From an optimization exercise on the open Yosys and OpenROAD flow, aimed at small area; shortcuts taken in it are not production practice. The RTL was checked by simulation tests, not by an equivalence proof against the original design.

File: design/flow/config.mk
export PLATFORM = sky130hd
export DESIGN_NAME = mbfs
export DESIGN_NICKNAME = mbfs
export VERILOG_FILES = /design/flow/design.v
export SDC_FILE = /design/flow/constraint.sdc
export NUM_CORES = 4
export LEC_CHECK = 0
export CAP_MARGIN = 20
export CORE_MARGIN = 2
export CORE_UTILIZATION = 40
export SLEW_MARGIN = 20
File: design/flow/constraint.sdc
create_clock -name core_clock -period 30.0 [get_ports {clk}]
set_input_delay 6.0000 -clock core_clock [delete_from_list [all_inputs] [get_ports {clk}]]
set_output_delay 6.0000 -clock core_clock [all_outputs]
set_load 0.01 [all_outputs]
File: design/flow/design.v
module mbfs #(
    parameter [31:0] T_SETTLE1_MS    = 32'd50,
    parameter [9:0]  PREAMBLE_LEN    = 10'd528,
    parameter [31:0] T_WAKE_PAUSE_MS = 32'd350,
    parameter [31:0] T_SETTLE2_MS    = 32'd10,
    parameter [8:0]  APP_HDR_SKIP    = 9'd12
) (
    input             clk,
    input             rst,
    input             start,
    input      [31:0] timeout_ms,
    input             req_en,
    input      [6:0]  sink_mask,
    input             tick_1ms,
    output            busy,
    output reg        done,
    output reg [3:0]  result,
    output     [3:0]  flags,
    output reg [31:0] frame_hdr,
    output reg [7:0]  vf_cs,
    output reg        cfg_strobe,
    output reg [1:0]  cfg_parity,
    output            flush_req,
    input             flush_done,
    output            tx_valid,
    output     [7:0]  tx_data,
    input             tx_ready,
    input             rx_valid,
    input      [7:0]  rx_data,
    output            rx_pop,
    output reg        meas_valid,
    output reg [2:0]  meas_kind,
    output reg [63:0] meas_raw,
    output reg [2:0]  meas_exp
);
    localparam [3:0] R_OK        = 4'd0,
                     R_NOSTART   = 4'd1,
                     R_SUSPLEN   = 4'd2,
                     R_TOOLONG   = 4'd3,
                     R_TIMEOUT   = 4'd4,
                     R_OVERRUN   = 4'd5,
                     R_BADHDR    = 4'd6,
                     R_CSIDX     = 4'd7,
                     R_BADPAYLEN = 4'd8,
                     R_BADLCODE  = 4'd9;
    localparam [4:0] P_IDLE      = 5'd0,
                     P_W1_FLUSH  = 5'd1,
                     P_W2_SETTLE = 5'd2,
                     P_W3_PREAMB = 5'd3,
                     P_W4_FLUSH  = 5'd4,
                     P_W4_PAUSE  = 5'd5,
                     P_W5_SETTLE = 5'd6,
                     P_REQ_SEND  = 5'd7,
                     P_REQ_FLUSH = 5'd8,
                     P_RX_START  = 5'd9,
                     P_RX_LEN    = 5'd10,
                     P_RX_BODY   = 5'd11,
                     P_VALIDATE  = 5'd12,
                     P_D_DIF     = 5'd13,
                     P_D_VIF     = 5'd14,
                     P_D_VAL     = 5'd15,
                     P_D_PUB     = 5'd16;
    localparam [7:0] START_BYTE    = 8'h68;
    localparam [7:0] PREAMBLE_BYTE = 8'h55;
    localparam [7:0] FILLER        = 8'h2F;
    localparam [8:0] BUF_CAP       = 9'd256;
    localparam [8:0] PAY_OFF       = 9'd7;
    reg [4:0]  phase;
    reg [31:0] to_ms;
    reg        req_en_r;
    reg [6:0]  mask_r;
    reg        checksum_ok;
    reg        w_cs;
    reg        w_bcd;
    reg [31:0] dly;
    reg [9:0]  txcnt;
    reg [7:0]  rbuf [0:255];
    reg [31:0] elapsed;
    reg [8:0]  pos;
    reg [8:0]  total;
    reg [7:0]  len;
    reg [7:0]  sum;
    reg [8:0]  cur;
    reg [8:0]  pay_len;
    reg [3:0]  lcode;
    reg [3:0]  vlen;
    reg [3:0]  vcnt;
    reg [7:0]  vif;
    reg [63:0] val;
    assign busy      = (phase != P_IDLE);
    assign flags     = {w_bcd, w_cs, checksum_ok, busy};
    assign flush_req = (phase == P_W1_FLUSH) || (phase == P_W4_FLUSH) || (phase == P_REQ_FLUSH);
    assign tx_valid  = (phase == P_W3_PREAMB) || (phase == P_REQ_SEND);
    assign rx_pop    = (phase == P_RX_START) || (phase == P_RX_LEN) || (phase == P_RX_BODY);
    reg [7:0] req_byte;
    always @(*) begin
        case (txcnt[2:0])
            3'd5:    req_byte = 8'h10;
            3'd4:    req_byte = 8'h5B;
            3'd3:    req_byte = 8'hFE;
            3'd2:    req_byte = 8'h59;
            default: req_byte = 8'h16;
        endcase
    end
    assign tx_data = (phase == P_W3_PREAMB) ? PREAMBLE_BYTE : req_byte;
    wire [8:0] rd_addr = PAY_OFF + cur;
    wire [7:0] rd_byte = rbuf[rd_addr[7:0]];
    function [3:0] vlen_of;
        input [3:0] lc;
        case (lc)
            4'd0:  vlen_of = 4'd0;
            4'd1:  vlen_of = 4'd1;
            4'd2:  vlen_of = 4'd2;
            4'd3:  vlen_of = 4'd3;
            4'd4:  vlen_of = 4'd4;
            4'd5:  vlen_of = 4'd4;
            4'd6:  vlen_of = 4'd6;
            4'd7:  vlen_of = 4'd8;
            4'd9:  vlen_of = 4'd1;
            4'd10: vlen_of = 4'd2;
            4'd11: vlen_of = 4'd3;
            4'd12: vlen_of = 4'd4;
            4'd14: vlen_of = 4'd6;
            4'd15: vlen_of = 4'd8;
            default: vlen_of = 4'd0;
        endcase
    endfunction
    wire [3:0] dif_lc   = rd_byte[3:0];
    wire [3:0] dif_vlen = vlen_of(dif_lc);
    wire is_bcd = (lcode == 4'd9) || (lcode == 4'd10) || (lcode == 4'd11) ||
                  (lcode == 4'd12) || (lcode == 4'd14);
    reg        bcd_ok;
    reg [63:0] bcd_raw;
    integer i;
    always @(*) begin
        bcd_ok  = 1'b1;
        bcd_raw = 64'd0;
        for (i = 7; i >= 0; i = i - 1) begin
            if (val[8*i+4 +: 4] > 4'd9 || val[8*i +: 4] > 4'd9)
                bcd_ok = 1'b0;
            bcd_raw = bcd_raw * 64'd100 + {60'd0, val[8*i+4 +: 4]} * 64'd10 + {60'd0, val[8*i +: 4]};
        end
    end
    reg       vif_known;
    reg [2:0] vif_kind;
    reg [2:0] vif_exp;
    always @(*) begin
        vif_known = 1'b1;
        vif_kind  = 3'd0;
        vif_exp   = 3'd0;
        case (vif)
            8'h06: begin vif_kind = 3'd0; vif_exp = 3'd0;  end  
            8'h14: begin vif_kind = 3'd1; vif_exp = -3'd2; end  
            8'h2D: begin vif_kind = 3'd2; vif_exp = 3'd2;  end  
            8'h3B: begin vif_kind = 3'd3; vif_exp = -3'd3; end  
            8'h5A: begin vif_kind = 3'd4; vif_exp = -3'd1; end  
            8'h5E: begin vif_kind = 3'd5; vif_exp = -3'd1; end  
            8'h61: begin vif_kind = 3'd6; vif_exp = -3'd2; end  
            default: vif_known = 1'b0;
        endcase
    end
    wire       expire   = tick_1ms && (elapsed + 32'd1 >= to_ms);
    wire       take     = rx_valid && !expire;
    wire [8:0] len_tot  = {1'b0, rx_data} + 9'd5;
    wire [8:0] cs_index = 9'd4 + {1'b0, len};
    wire store = take && ((phase == P_RX_START && rx_data == START_BYTE) ||
                          (phase == P_RX_LEN) ||
                          (phase == P_RX_BODY && pos < BUF_CAP));
    always @(posedge clk) begin
        if (store)
            rbuf[pos[7:0]] <= rx_data;
    end
    always @(posedge clk) begin
        if (rst) begin
            phase       <= P_IDLE;
            done        <= 1'b0;
            result      <= R_OK;
            checksum_ok <= 1'b0;
            w_cs        <= 1'b0;
            w_bcd       <= 1'b0;
            cfg_strobe  <= 1'b0;
            cfg_parity  <= 2'd1;
            meas_valid  <= 1'b0;
            dly         <= 32'd0;
            txcnt       <= 10'd0;
            elapsed     <= 32'd0;
            pos         <= 9'd0;
            cur         <= 9'd0;
        end else begin
            done       <= 1'b0;
            cfg_strobe <= 1'b0;
            meas_valid <= 1'b0;
            case (phase)
                P_IDLE: begin
                    if (start) begin
                        to_ms       <= timeout_ms;
                        req_en_r    <= req_en;
                        mask_r      <= sink_mask;
                        checksum_ok <= 1'b0;
                        w_cs        <= 1'b0;
                        w_bcd       <= 1'b0;
                        phase       <= P_W1_FLUSH;
                    end
                end
                P_W1_FLUSH: begin
                    if (flush_done) begin
                        cfg_strobe <= 1'b1;
                        cfg_parity <= 2'd0;            
                        dly        <= T_SETTLE1_MS;
                        phase      <= P_W2_SETTLE;
                    end
                end
                P_W2_SETTLE: begin
                    if (tick_1ms) begin
                        dly <= dly - 32'd1;
                        if (dly == 32'd1) begin
                            txcnt <= PREAMBLE_LEN;
                            phase <= P_W3_PREAMB;
                        end
                    end
                end
                P_W3_PREAMB: begin
                    if (tx_ready) begin
                        txcnt <= txcnt - 10'd1;
                        if (txcnt == 10'd1)
                            phase <= P_W4_FLUSH;
                    end
                end
                P_W4_FLUSH: begin
                    if (flush_done) begin
                        dly   <= T_WAKE_PAUSE_MS;
                        phase <= P_W4_PAUSE;
                    end
                end
                P_W4_PAUSE: begin
                    if (tick_1ms) begin
                        dly <= dly - 32'd1;
                        if (dly == 32'd1) begin
                            cfg_strobe <= 1'b1;
                            cfg_parity <= 2'd1;        
                            dly        <= T_SETTLE2_MS;
                            phase      <= P_W5_SETTLE;
                        end
                    end
                end
                P_W5_SETTLE: begin
                    if (tick_1ms) begin
                        dly <= dly - 32'd1;
                        if (dly == 32'd1) begin
                            if (req_en_r) begin
                                txcnt <= 10'd5;
                                phase <= P_REQ_SEND;
                            end else begin
                                pos     <= 9'd0;
                                elapsed <= 32'd0;
                                phase   <= P_RX_START;
                            end
                        end
                    end
                end
                P_REQ_SEND: begin
                    if (tx_ready) begin
                        txcnt <= txcnt - 10'd1;
                        if (txcnt == 10'd1)
                            phase <= P_REQ_FLUSH;
                    end
                end
                P_REQ_FLUSH: begin
                    if (flush_done) begin
                        pos     <= 9'd0;
                        elapsed <= 32'd0;
                        phase   <= P_RX_START;
                    end
                end
                P_RX_START, P_RX_LEN, P_RX_BODY: begin
                    if (tick_1ms)
                        elapsed <= elapsed + 32'd1;
                    if (expire) begin
                        result <= (phase == P_RX_START) ? R_NOSTART : R_TIMEOUT;
                        done   <= 1'b1;
                        phase  <= P_IDLE;
                    end else if (take) begin
                        case (phase)
                            P_RX_START: begin
                                if (rx_data == START_BYTE) begin
                                    pos   <= 9'd1;
                                    phase <= P_RX_LEN;
                                end
                            end
                            P_RX_LEN: begin
                                pos <= 9'd2;
                                len <= rx_data;
                                sum <= 8'd0;
                                if (rx_data < 8'd1 || rx_data > 8'd250) begin
                                    result <= R_SUSPLEN;
                                    done   <= 1'b1;
                                    phase  <= P_IDLE;
                                end else if (len_tot > BUF_CAP) begin
                                    result <= R_TOOLONG;
                                    done   <= 1'b1;
                                    phase  <= P_IDLE;
                                end else begin
                                    total <= len_tot;
                                    phase <= P_RX_BODY;
                                end
                            end
                            default: begin  
                                if (pos >= BUF_CAP) begin
                                    result <= R_OVERRUN;
                                    done   <= 1'b1;
                                    phase  <= P_IDLE;
                                end else begin
                                    pos <= pos + 9'd1;
                                    if (pos >= 9'd4 && pos < cs_index)
                                        sum <= sum + rx_data;
                                    if (pos == cs_index)
                                        vf_cs <= rx_data;
                                    if (pos + 9'd1 >= total)
                                        phase <= P_VALIDATE;
                                end
                            end
                        endcase
                    end
                end
                P_VALIDATE: begin
                    if (rbuf[0] != START_BYTE || rbuf[3] != START_BYTE) begin
                        result <= R_BADHDR;
                        done   <= 1'b1;
                        phase  <= P_IDLE;
                    end else if (cs_index >= total) begin
                        result <= R_CSIDX;
                        done   <= 1'b1;
                        phase  <= P_IDLE;
                    end else begin
                        if (sum == rbuf[cs_index[7:0]]) begin
                            checksum_ok <= 1'b1;
                        end else begin
                            checksum_ok <= 1'b0;
                            w_cs        <= 1'b1;
                        end
                        if (cs_index <= PAY_OFF || cs_index - PAY_OFF > 9'd254) begin
                            result <= R_BADPAYLEN;
                            done   <= 1'b1;
                            phase  <= P_IDLE;
                        end else begin
                            frame_hdr <= {rbuf[6], rbuf[5], rbuf[4], len};
                            pay_len   <= cs_index - PAY_OFF;
                            cur       <= APP_HDR_SKIP;
                            phase     <= P_D_DIF;
                        end
                    end
                end
                P_D_DIF: begin
                    if (cur + 9'd2 > pay_len) begin
                        result <= R_OK;
                        done   <= 1'b1;
                        phase  <= P_IDLE;
                    end else if (rd_byte == FILLER) begin
                        cur <= cur + 9'd1;
                    end else if (dif_lc == 4'd8 || dif_lc == 4'd13) begin
                        result <= R_BADLCODE;
                        done   <= 1'b1;
                        phase  <= P_IDLE;
                    end else if (cur + 9'd2 + {5'd0, dif_vlen} > pay_len) begin
                        result <= R_OK;                     
                        done   <= 1'b1;
                        phase  <= P_IDLE;
                    end else begin
                        lcode <= dif_lc;
                        vlen  <= dif_vlen;
                        cur   <= cur + 9'd1;
                        phase <= P_D_VIF;
                    end
                end
                P_D_VIF: begin
                    vif   <= rd_byte;
                    val   <= 64'd0;
                    vcnt  <= 4'd0;
                    cur   <= cur + 9'd1;
                    phase <= (vlen == 4'd0) ? P_D_PUB : P_D_VAL;
                end
                P_D_VAL: begin
                    val[8*vcnt[2:0] +: 8] <= rd_byte;
                    vcnt <= vcnt + 4'd1;
                    cur  <= cur + 9'd1;
                    if (vcnt + 4'd1 == vlen)
                        phase <= P_D_PUB;
                end
                P_D_PUB: begin
                    if (is_bcd && !bcd_ok) begin
                        w_bcd <= 1'b1;                      
                    end else if (vif_known && mask_r[vif_kind]) begin
                        meas_valid <= 1'b1;
                        meas_kind  <= vif_kind;
                        meas_exp   <= vif_exp;
                        meas_raw   <= is_bcd ? bcd_raw : val;
                    end
                    phase <= P_D_DIF;
                end
                default: phase <= P_IDLE;
            endcase
        end
    end
endmodule
File: design/flow/run.sh
#!/bin/bash
# synth_recipe.tcl (not shown) runs the flow's synth.tcl, then flattens the netlist and writes it again
# the make line also repeats each setting of config.mk as NAME=value (left out here)
make -C /OpenROAD-flow-scripts/flow DESIGN_CONFIG=/design/flow/config.mk WORK_HOME=/design/flow/orfs CLKGATE_MAP_FILE= SYNTH_SCRIPT=/design/flow/synth_recipe.tcl finish
==> notes.md <==
synthesized netlist by cell type, types with 53 or more instances:
| cell type | number |
|---|---|
| a21oi_1 | 412 |
| and3_1 | 83 |
| o21ai_0 | 290 |
| nand3_1 | 183 |
| a22oi_1 | 70 |
| ha_1 | 992 |
| mux4_2 | 1305 |
| and2_1 | 57 |
| nand4_1 | 114 |
| a211oi_1 | 67 |
| nand2_1 | 546 |
| xor2_1 | 200 |
| nand2b_1 | 65 |
| buf_1 | 75 |
| clkbuf_1 | 357 |
| nor2_1 | 732 |
| inv_1 | 488 |
| edfxtp_1 | 2316 |
| nor4_1 | 53 |
| xnor2_1 | 394 |
| nor2b_1 | 88 |
| dfxtp_1 | 108 |
| mux2i_1 | 86 |
| fa_1 | 242 |
| o21a_1 | 57 |
| a21o_1 | 158 |
| buf_2 | 58 |
| nor3_1 | 151 |
area by class of cell:
class / count / share of cell area [%]
diodes: 3 / 0.00454
flip-flops and latches: 2424 / 43.4
clock inverters: 128 / 0.824
inverters: 491 / 1.12
multi-input cells: 6973 / 44.5
clock buffers: 339 / 4.37
repair buffers: 356 / 2.05
well taps: 4972 / 3.76
path summary, 6_finish.rpt:
kind	from	end	slack, ns	depth (start not counted)
max	val[61]	meas_raw[63]	2.76	103
min	rbuf[4][3]	frame_hdr[11]	0.47	0
max reg2reg	val[61]	meas_raw[63]	2.76	103
min reg2reg	rbuf[4][3]	frame_hdr[11]	0.47	0
critical path, delay by kind of cell (launching register included):
| family | cells | cell delay (ns) |
|---|---|---|
| AO/OA/AOI/OAI | 19 | 5.24 |
| AND/OR/NAND/NOR | 24 | 5.95 |
| adder cells (fa/ha/maj) | 26 | 10.03 |
| flip-flops | 1 | 0.49 |
| XOR/XNOR | 17 | 4.21 |
| buffers and inverters | 17 | 1.05 |
registers in the layout (all words and copies together), names as in the netlist, 5 cells and up:
| name | cells |
|---|---|
| frame_hdr | 32 |
| vf_cs | 8 |
| meas_raw | 64 |
| cur | 9 |
| phase | 5 |
| pos | 9 |
| rbuf | 2048 |
| elapsed | 32 |
| total | 9 |
| mask_r | 7 |
| txcnt | 10 |
| val | 64 |
| to_ms | 32 |
| pay_len | 9 |
| sum | 8 |
| len | 8 |
| vif | 8 |
| dly | 32 |
logic make-up (layout without fill, tap and decap cells):
family | Yosys count | count (layout) | synth area share (%)
and+or+nand+nor | 2320 | 2320 | 7.54
adders and majority gates | 1234 | 1234 | 11.6
DFF | 2424 | 2424 | 48.1
AOI/OAI and AO/OA | 1420 | 1420 | 6.10
muxes | 1403 | 1403 | 20.4
xor gates and xnor gates | 594 | 594 | 3.49
buffers and inverters | 1023 | 1314 | 2.76
other | 2 | 5 | 0.00504
per-layer routing:
metal | vias up | share of wire [%]
met5 | - | 0.012
met1 | 50063 | 39
met2 | 4964 | 48
met4 | 8 | 4.3
li1 | 41320 | -
met3 | 888 | 9.4
metrics by stage:
stage	util [%]	hold WS, ns	cells
global placement	42.1	0.457	15205
global route	44.5	0.484	15684
floorplan	-	0.427	10420
detailed placement	42.1	0.464	15211
finish	44.5	0.470	15686
CTS	44.4	0.462	15678
==> results.yml <==
placement:
  io_buffers: 187
  placed_area_sq_um: 157000
  gp_congestion: 0.906
  dp_hpwl_microns: 313000
  dp_slack_ns: 2.82
clock_tree:
  cts_tree: "yes"
  cts.path.max_buffers: 4
  ctsResizeCount: 0
  cts-buffers-inserted: 270
  clockRootBuffer: "clkbuf_16"
  ctsHtreeMaxLevel: 5
  clock_latency_ns: 0.89
  clkTransAtPathRegs_ns: 0.07
  cts_hold_buf: 0
  cts_setup_buffers: 0
  cts_sinks: 2424
logic_synthesis:
  synth-edff-count: 2316
  seq_area_frac_synth_pct: 48.1
  syn-instance-count: 10420
  mappedNetlistNets: 11709
  syn_area_sq_um: 149000
  yosys.area.top_type: "edfxtp_1"
  ys_types: 89
  yosys_register_bits: 2424
  ys_warn_count: 1
  synth_area_leaders: "edfxtp_1, mux4_2, ha_1"
  yosysTopAreaCellShare_pct: 46.7
  avgSynthCellArea_sq_um: 14.3
  ys.flop_type: "edfxtp_1"
  ys_async_sr_fraction_pct: 0
timing:
  clock.fmax_mhz: 36.7
  rsz0062_at_grt: "false"
  finalCriticalPeriod_ns: 27.24
  fin_setup_tns_ns: 0
  hold_violations: 0
  setup_viol: 0
  slew_headroom_pct: 17.7
  finClkSkew_ns: 0.0800
  worst_slack_ns: 2.76
  worst_pin_slew_ns: 1.23
  final.period_utilization_pct: 90.8
  drv_slew: 0
global_routing:
  grt_pass1_wl_microns: 662000
  grt_use_met3_pct: 4.79
  grt_pass1_vias: 97836
  grt_use_met1_pct: 30.7
  track_usage_pct: 23.3
  antenna_found_initial: 23
  grt_remaining_overflow: 0
  busiest_layer: "met2"
  use_met2_pct: 38.1
  grt_start_max_net_pins: 209
layout:
  multi_input_area_sq_um: 73500
  drive_gt1_share_pct: 18.5
  fill_cells: 32685
  fin_area_sq_um: 165000
  final_cell_mix: "edfxtp_1, mux4_2, ha_1, nor2_1, nand2_1"
  layout_commonest_cell: "edfxtp_1"
  regArea_sq_um: 71700
  nets: 11805
  areaGrowthSynthToFinish_pct: 10.9
run_status:
  status: "timing/DRC/antenna clean"
die:
  die_area_sq_um: 377000
  io_pins: 190
  die_h_microns: 614
  initial_core_util_pct: 40.1
  core_area_sq_um: 372000
  die_x_microns: 614
  fp-row-count: 224
route:
  antenna_left: 0
  vias: 97243
  drc: 0
  wl_per_cell_microns: 28.7
  dr.first_iter.drc_count: 11130
  vias_per_cell: 6.20
  drt-total-wl_microns: 450000
  drt-pass1-iter-count: 8
setup_path:
  crit_fanout: 12
  start_kind: "flop"
  critPathSlowestCell: "a311oi_1"
  critPathKind: "reg -> reg"
  endpoint_kind: "flop"
  worstPathRequired_ns: 30.59
  critPathArrivalTime_ns: 27.84
  crit_top_cell: "ha_1"
  cp_slowest_stage_delay_ns: 0.69
run:
  max_cap_violations: 0
hold_path:
  hold_path_class: "reg -> reg"

separate check: timing with driven ports:
No port has a modelled driver above. Below, the same layout with a new extraction and two added sets of constraints. Step 1, drivers: a clkbuf_16 drives clk and a buf_2 each remaining input, both assumed. Step 2 times the ports against the registers' clock, not the clock port: input delays grow and output delays shrink by t, the midpoint of the rising clock arrivals with the driver on. Three values: no drivers, after step 1, after step 2; two values: the first two.
t (ns): 0.950
setup WS [ns]: 2.757 / 2.757 / 2.757
hold slack, ns: 0.470 / 0.470 / 0.470
After both steps this run still meets setup and hold. For this run, drivers alone change the setup slack by 0.000 ns; drivers and shift together by 0.000 ns.
